Source: an optimization exercise on an open RTL-to-GDS flow (aim: small area). Production flows keep margins and buffers that such runs may drop.
At most, simulation tests tie the RTL to the original design; equivalence was not proved.
Power figures rest on the tool's default switching activity, not on a simulated workload.

Design anna_cpu, start of the top module:
module anna_cpu (
    input  wire        clk,
    input  wire        rst,           
    input  wire        run_start,
    input  wire [15:0] run_budget,
    output reg         done,
    output wire [1:0]  stop_reason,   
    output wire [1:0]  fault_code,    
    output reg  [1:0]  status,        
    output wire [15:0] pc,
    output wire [31:0] cycles,
    output wire        mem_req,
    output wire        mem_we,
    output wire [15:0] mem_addr,
    output wire [15:0] mem_wdata,
    input  wire        mem_gnt,
    input  wire [15:0] mem_rdata,
    input  wire        in_valid,
    input  wire [15:0] in_data,
    output wire        in_pop,
    output wire        out_valid,
    output wire [1:0]  out_kind,      
    output wire [15:0] out_data
);
For scale: roughly 1100 cells after synthesis, roughly 280 flip-flops, roughly 11000 µm² of cells after synthesis.
Settings: LEC_CHECK=0, CAP_MARGIN=20, CORE_MARGIN=2, CORE_UTILIZATION=40, CTS_BUF_LIST=sky130_fd_sc_hd__clkbuf_4, SLEW_MARGIN=20; clock period 10.0 ns.
run.sh (not shown) runs the stock make flow with config.mk's settings and CLKGATE_MAP_FILE= SYNTH_SCRIPT=/design/flow/synth_recipe.tcl, a recipe that flattens the netlist after the stock synthesis.
The first run passed the timing, DRC and antenna checks.
Change:
==> flow/flow/run.sh (new file) <==
#!/bin/bash
# Standard layout, but the port buffers are the smallest buffer cell.
set -euo pipefail
export BUFFER_PORTS_ARGS="-buffer_cell sky130_fd_sc_hd__buf_1"
bash standard.sh > standard_flow.log 2>&1
==> flow/standard.sh (new file) <==
#!/bin/bash
# synth_recipe.tcl (not shown) runs the flow's synth.tcl, then flattens the netlist and writes it again
# the make line also repeats each setting of config.mk as NAME=value (left out here)
make -C /OpenROAD-flow-scripts/flow DESIGN_CONFIG=/design/flow/config.mk WORK_HOME=/design/flow/orfs CLKGATE_MAP_FILE= SYNTH_SCRIPT=/design/flow/synth_recipe.tcl "${@:-finish}"
--- a/flow/config.mk
+++ b/flow/config.mk
@@ -9,4 +9,3 @@
 export CORE_MARGIN = 2
 export CORE_UTILIZATION = 40
-export CTS_BUF_LIST = sky130_fd_sc_hd__clkbuf_4
 export SLEW_MARGIN = 20
removed: flow/run.sh
Via count decreases by 3.4%.
Setup slack gets better by 1.1 ns.
Clock-buffer cell count decreases by 65.
Sequential power hardly moves.
Combinational power decreases by 17%.
Sequential share of layout area increases by 3.6 points.
Routed wire length decreases by 4.1%.
Cell area decreases by 7.6%.
Function was not checked in any run of this note: the RTL went through the layout flow alone.

* * *

anna_cpu, a different RTL version from the one above (not shown whole).
For scale: about 930 cells after synthesis, roughly 260 flip-flops, ~0.0092 mm2 of cells after synthesis.
Design anna_cpu, start of the top module:
module anna_cpu (
    input  wire        clk,
    input  wire        rst,           
    input  wire        run_start,
    input  wire [15:0] run_budget,
    output reg         done,
    output wire [1:0]  stop_reason,   
    output wire [1:0]  fault_code,    
    output reg  [1:0]  status,        
    output wire [15:0] pc,
    output wire [31:0] cycles,
    output wire        mem_req,
    output wire        mem_we,
    output wire [15:0] mem_addr,
    output wire [15:0] mem_wdata,
    input  wire        mem_gnt,
    input  wire [15:0] mem_rdata,
    input  wire        in_valid,
    input  wire [15:0] in_data,
    output wire        in_pop,
    output wire        out_valid,
    output wire [1:0]  out_kind,      
    output wire [15:0] out_data
);
clock: 10.0 ns
lec_check: 0
abc_area: 1
cap_margin: 20
core_margin: 2
core_utilization: 65
slew_margin: 20
standard.sh (not shown) runs the stock make flow with config.mk's settings and CLKGATE_MAP_FILE= SYNTH_SCRIPT=/design/flow/synth_recipe.tcl, a recipe that flattens the netlist after the stock synthesis.
==> flow/flow/run.sh <==
#!/bin/bash
# Standard layout with three changes: an area-oriented ABC script in synthesis
# (registers are untouched), the smallest buffer cell on the ports, and a
# leaner clock tree. Each tool's log is in orfs/logs; make's output is in
# standard_flow.log.
set -euo pipefail
here=$(pwd)
export FLOW_ABC_SCRIPT="$here/flow/abc_area.script"
export BUFFER_PORTS_ARGS="-buffer_cell sky130_fd_sc_hd__buf_1"
export CTS_ARGS="-sink_clustering_enable -repair_clock_nets -sink_clustering_size 15 -sink_clustering_max_diameter 80 -buf_list {sky130_fd_sc_hd__clkbuf_8} -dont_use_dummy_load"
bash standard.sh "SYNTH_SCRIPT=$here/flow/synth.tcl" finish > standard_flow.log 2>&1
==> flow/flow/abc_area.script <==
strash
balance
rewrite
refactor
balance
rewrite
rewrite -z
balance
refactor -z
rewrite -z
balance
dch -f
amap
==> flow/flow/synth.tcl <==
# The standard flow's synthesis script (synth_recipe.tcl) with one change: the combinational
# logic is mapped by an area-oriented ABC script (flow/abc_area.script).
# Registers are mapped before ABC runs, so they are the standard synthesis's.
proc synth {args} { yosys synth -nofsm -noshare {*}$args }
proc abc {args} {
  set i [lsearch -exact $args -script]
  if {$i >= 0 && [string match *abc_area.script [lindex $args [expr {$i + 1}]]]} {
    lset args [expr {$i + 1}] $::env(FLOW_ABC_SCRIPT)
  }
  yosys abc {*}$args
}
source $::env(SCRIPTS_DIR)/synth.tcl
# left out here: clear keep_hierarchy, flatten, clean up, hide names made inside functions, write 1_2_yosys.v
Next try:
--- a/flow/flow/run.sh
+++ b/flow/flow/run.sh
@@ -9,3 +9,3 @@
 export BUFFER_PORTS_ARGS="-buffer_cell sky130_fd_sc_hd__buf_1"
-export CTS_ARGS="-sink_clustering_enable -repair_clock_nets -sink_clustering_size 15 -sink_clustering_max_diameter 80 -buf_list {sky130_fd_sc_hd__clkbuf_8} -dont_use_dummy_load"
+export CTS_ARGS="-sink_clustering_enable -repair_clock_nets -sink_clustering_size 18 -sink_clustering_max_diameter 80 -buf_list {sky130_fd_sc_hd__clkbuf_8} -dont_use_dummy_load"
 bash standard.sh "SYNTH_SCRIPT=$here/flow/synth.tcl" finish > standard_flow.log 2>&1
--- a/flow/flow/abc_area.script
+++ b/flow/flow/abc_area.script
@@ -13 +13,7 @@
 amap
+strash
+dch -f
+amap
+strash
+dch -f
+amap
The new run passed the timing, DRC and antenna checks.
Wire length went down by a few percent.
Synthesized cell count shrinks slightly.
Cell count falls slightly.
Core utilization drops by 0.63 points.
Count of clock-buffer cells in the layout falls by 3.
Worst setup slack gains 550 ps.
Next try:
CORE_UTILIZATION = 75   (was 65)
=> The new run completed without violations; final cell count drops by 2.5%; design area drops by 0.38%; clock skew drops by 18 ps; combinational power climbs by 7.8%.

* * *

anna_cpu, a different RTL version from the one above (not shown whole).
Size in the first run: about 990 cells after synthesis, about 270 flip-flops, about 160 I/O pins, about 11000 sq um of cells after synthesis.
==> flow/design.v (excerpt) <==
module anna_cpu (
    input  wire        clk,
    input  wire        rst,           
    input  wire        run_start,
    input  wire [15:0] run_budget,
    output reg         done,
    output wire [1:0]  stop_reason,   
    output wire [1:0]  fault_code,    
    output reg  [1:0]  status,        
    output wire [15:0] pc,
    output wire [31:0] cycles,
    output wire        mem_req,
    output wire        mem_we,
    output wire [15:0] mem_addr,
    output wire [15:0] mem_wdata,
    input  wire        mem_gnt,
    input  wire [15:0] mem_rdata,
    input  wire        in_valid,
    input  wire [15:0] in_data,
    output wire        in_pop,
    output wire        out_valid,
    output wire [1:0]  out_kind,      
    output wire [15:0] out_data
);
    localparam [1:0] ST_HALTED = 2'd0, ST_RUNNING = 2'd1, ST_PAUSED = 2'd2;
    localparam [3:0] S_IDLE   = 4'd0,
                     S_START  = 4'd1,
                     S_FETCH  = 4'd2,
                     S_DATA   = 4'd3,
                     S_DEC    = 4'd4,
                     S_ALIGN  = 4'd5,
                     S_PASS   = 4'd6,
                     S_MEM    = 4'd7,
                     S_LDATA  = 4'd8,
                     S_OUT    = 4'd9,
                     S_COMMIT = 4'd10;
    reg [3:0]   st;
    reg [3:0]   ph;           
    reg [3:0]   pn;           
    reg         clr;          
    reg         stp;          
    reg [111:0] rf;           
    reg [15:0]  t, g;         
    reg [15:0]  a;            
    reg [15:0]  b;            
    reg [15:0]  ir;
    reg [31:0]  cyc;
    reg         cnt_on, cnt_off;    
    reg ca, cp, c2, c3, cc, gb, seen;
    reg qz, qsg, psg;         
    reg dr, dr1, bd1, bd2, bq1, bq2, pd, c4;
    reg nh, nl, qh, ql;       
    reg rsel, rneg;           
    assign pc        = a;
    assign mem_addr  = a;
    assign mem_wdata = b;
    assign out_data  = b;
    assign cycles    = cyc;
    wire [3:0] op  = ir[15:12];
    wire [2:0] rd  = ir[11:9];
    wire [2:0] rs1 = ir[8:6];
    wire [2:0] rs2 = ir[5:3];
    wire [2:0] fn  = ir[2:0];
    wire c_math  = (op == 4'd0);
    wire c_mul   = c_math && (fn == 3'd5);
    wire c_div   = c_math && (fn[2:1] == 2'b11);
  ...
Settings: LEC_CHECK=0, CAP_MARGIN=20, CORE_MARGIN=2, CORE_UTILIZATION=40, SLEW_MARGIN=20; clock period 10.0 ns.
==> flow/flow/run.sh <==
#!/bin/bash
# Standard layout, with the smallest buffer cell on the ports and a leaner clock tree.
set -euo pipefail
export BUFFER_PORTS_ARGS="-buffer_cell sky130_fd_sc_hd__buf_1"
export CTS_ARGS="-sink_clustering_enable -repair_clock_nets -sink_clustering_size 30 -sink_clustering_max_diameter 150 -buf_list {sky130_fd_sc_hd__clkbuf_16} -dont_use_dummy_load"
bash standard.sh > standard_flow.log 2>&1
Rerun with:
==> flow/flow/run.sh (replaced) <==
#!/bin/bash
# Standard layout, with the smallest buffer cell on the ports and a leaner clock tree.
set -euo pipefail
export BUFFER_PORTS_ARGS="-buffer_cell sky130_fd_sc_hd__buf_1"
export CTS_ARGS="-sink_clustering_enable -repair_clock_nets -sink_clustering_size 15 -sink_clustering_max_diameter 80 -buf_list {sky130_fd_sc_hd__clkbuf_8} -dont_use_dummy_load"
bash standard.sh > standard_flow.log 2>&1
Settings changed: ABC_AREA from default to 1.
Via count rose by 4.2%.
Power goes down by 1.3%.
Critical path depth is lower by 7.
Count of clock-buffer cells in the layout is higher by 9.
Sequential power hardly moves.
Setup slack improves by 0.44 ns.
Worst hold slack got worse by 0.011 ns.
First-iteration DRC count falls by 30%.
Core utilization went up by 0.59 points.
Rerun with:
==> flow/flow/run.sh (replaced) <==
#!/bin/bash
# Standard layout with three changes: an area-oriented ABC script in synthesis
# (registers are untouched), the smallest buffer cell on the ports, and a
# leaner clock tree. Each tool's log is in orfs/logs; make's output is in
# standard_flow.log.
set -euo pipefail
here=$(pwd)
export FLOW_ABC_SCRIPT="$here/flow/abc_area.script"
export BUFFER_PORTS_ARGS="-buffer_cell sky130_fd_sc_hd__buf_1"
export CTS_ARGS="-sink_clustering_enable -repair_clock_nets -sink_clustering_size 15 -sink_clustering_max_diameter 80 -buf_list {sky130_fd_sc_hd__clkbuf_8} -dont_use_dummy_load"
bash standard.sh "SYNTH_SCRIPT=$here/flow/synth.tcl" finish > standard_flow.log 2>&1
==> flow/flow/abc_area.script (new file) <==
strash
balance
rewrite
refactor
balance
rewrite
rewrite -z
balance
refactor -z
rewrite -z
balance
dch -f
amap
==> flow/flow/synth.tcl (new file) <==
# The standard flow's synthesis script (synth_recipe.tcl) with one change: the combinational
# logic is mapped by an area-oriented ABC script (flow/abc_area.script).
# Registers are mapped before ABC runs, so they are the standard synthesis's.
proc synth {args} { yosys synth -nofsm -noshare {*}$args }
proc abc {args} {
  set i [lsearch -exact $args -script]
  if {$i >= 0 && [string match *abc_area.script [lindex $args [expr {$i + 1}]]]} {
    lset args [expr {$i + 1}] $::env(FLOW_ABC_SCRIPT)
  }
  yosys abc {*}$args
}
source $::env(SCRIPTS_DIR)/synth.tcl
# left out here: clear keep_hierarchy, flatten, clean up, hide names made inside functions, write 1_2_yosys.v
Effect: The changed run produced a clean layout; total power went down by 7.6%; worst hold slack barely changes; final area went down by 4.3%; flip-flop and latch count does not change; non-clock buffer count went up by 3; combinational power went down by 24%; maximum frequency went down by 22%; sequential share of layout area went up by 2.3 points.
Rerun with:
==> flow/flow/run.sh (replaced) <==
#!/bin/bash
# Standard layout, with the smallest buffer cell on the ports and a leaner clock tree.
set -euo pipefail
export BUFFER_PORTS_ARGS="-buffer_cell sky130_fd_sc_hd__buf_1"
export CTS_ARGS="-sink_clustering_enable -repair_clock_nets -sink_clustering_size 15 -sink_clustering_max_diameter 80 -buf_list {sky130_fd_sc_hd__clkbuf_8} -dont_use_dummy_load"
bash standard.sh > standard_flow.log 2>&1
Settings changed: ABC_AREA 1 to default.
removed: flow/flow/abc_area.script
removed: flow/flow/synth.tcl
Setup slack improved by 0.95 ns; global-route usage went down by 0.61 points; power went up by a little under a tenth; first-iteration DRC count went up by well over a third; fmax went up by about a fifth; synthesized area went up by roughly a tenth.

port drivers added, routing unchanged:
The flow's constraints put no driver on any port. The routed layouts listed below were extracted and timed again, unchanged, in two steps. Step 1 (the two cells are an assumption about what drives the block):
set clk [get_ports {clk}]
set_driving_cell -lib_cell sky130_fd_sc_hd__clkbuf_16 $clk
set_driving_cell -lib_cell sky130_fd_sc_hd__buf_2 [delete_from_list [all_inputs] $clk]
Step 2 also shifts input and output timing later by t, the mid clock arrival at the registers, as if the neighbouring blocks saw the same clock. Three values: no drivers, after step 1, after step 2; two values: the first two.
| run | shift t [ns] | setup slack, ns | worst hold slack (ns) | cell pins on the clock port's net |
|---|---|---|---|---|
| the first run of note 1 | 0.724 | 4.135 / 4.112 / 4.112 | 0.307 / 0.307 / 0.307 | 1 |
| the second run of note 1 | 0.589 | 5.213 / 5.167 / 5.240 | 0.320 / 0.320 / 0.320 | 1 |
| the first run of note 2 | 0.544 | 3.177 / 3.177 / 3.177 | 0.302 / 0.302 / 0.302 | 1 |
| the second run of note 2 | 0.552 | 3.731 / 3.731 / 3.731 | 0.287 / 0.287 / 0.287 | 1 |
| the third run of note 2 | 0.545 | 3.566 / 3.566 / 3.566 | 0.327 / 0.327 / 0.327 | 1 |
| the first run of note 3 | 0.517 | 4.475 / 4.475 / 4.475 | 0.329 / 0.329 / 0.329 | 1 |
| the second run of note 3 | 0.564 | 4.920 / 4.878 / 5.083 | 0.318 / 0.318 / 0.318 | 1 |
| the third run of note 3 | 0.565 | 3.527 / 3.527 / 3.527 | 0.321 / 0.321 / 0.321 | 1 |
| the fourth run of note 3 | 0.569 | 4.476 / 4.476 / 4.476 | 0.324 / 0.324 / 0.324 | 1 |
After both steps setup and hold are still met in every run listed. For the first run of note 1, which loses most, drivers alone change the setup slack by -0.023 ns; drivers and shift together by -0.023 ns.
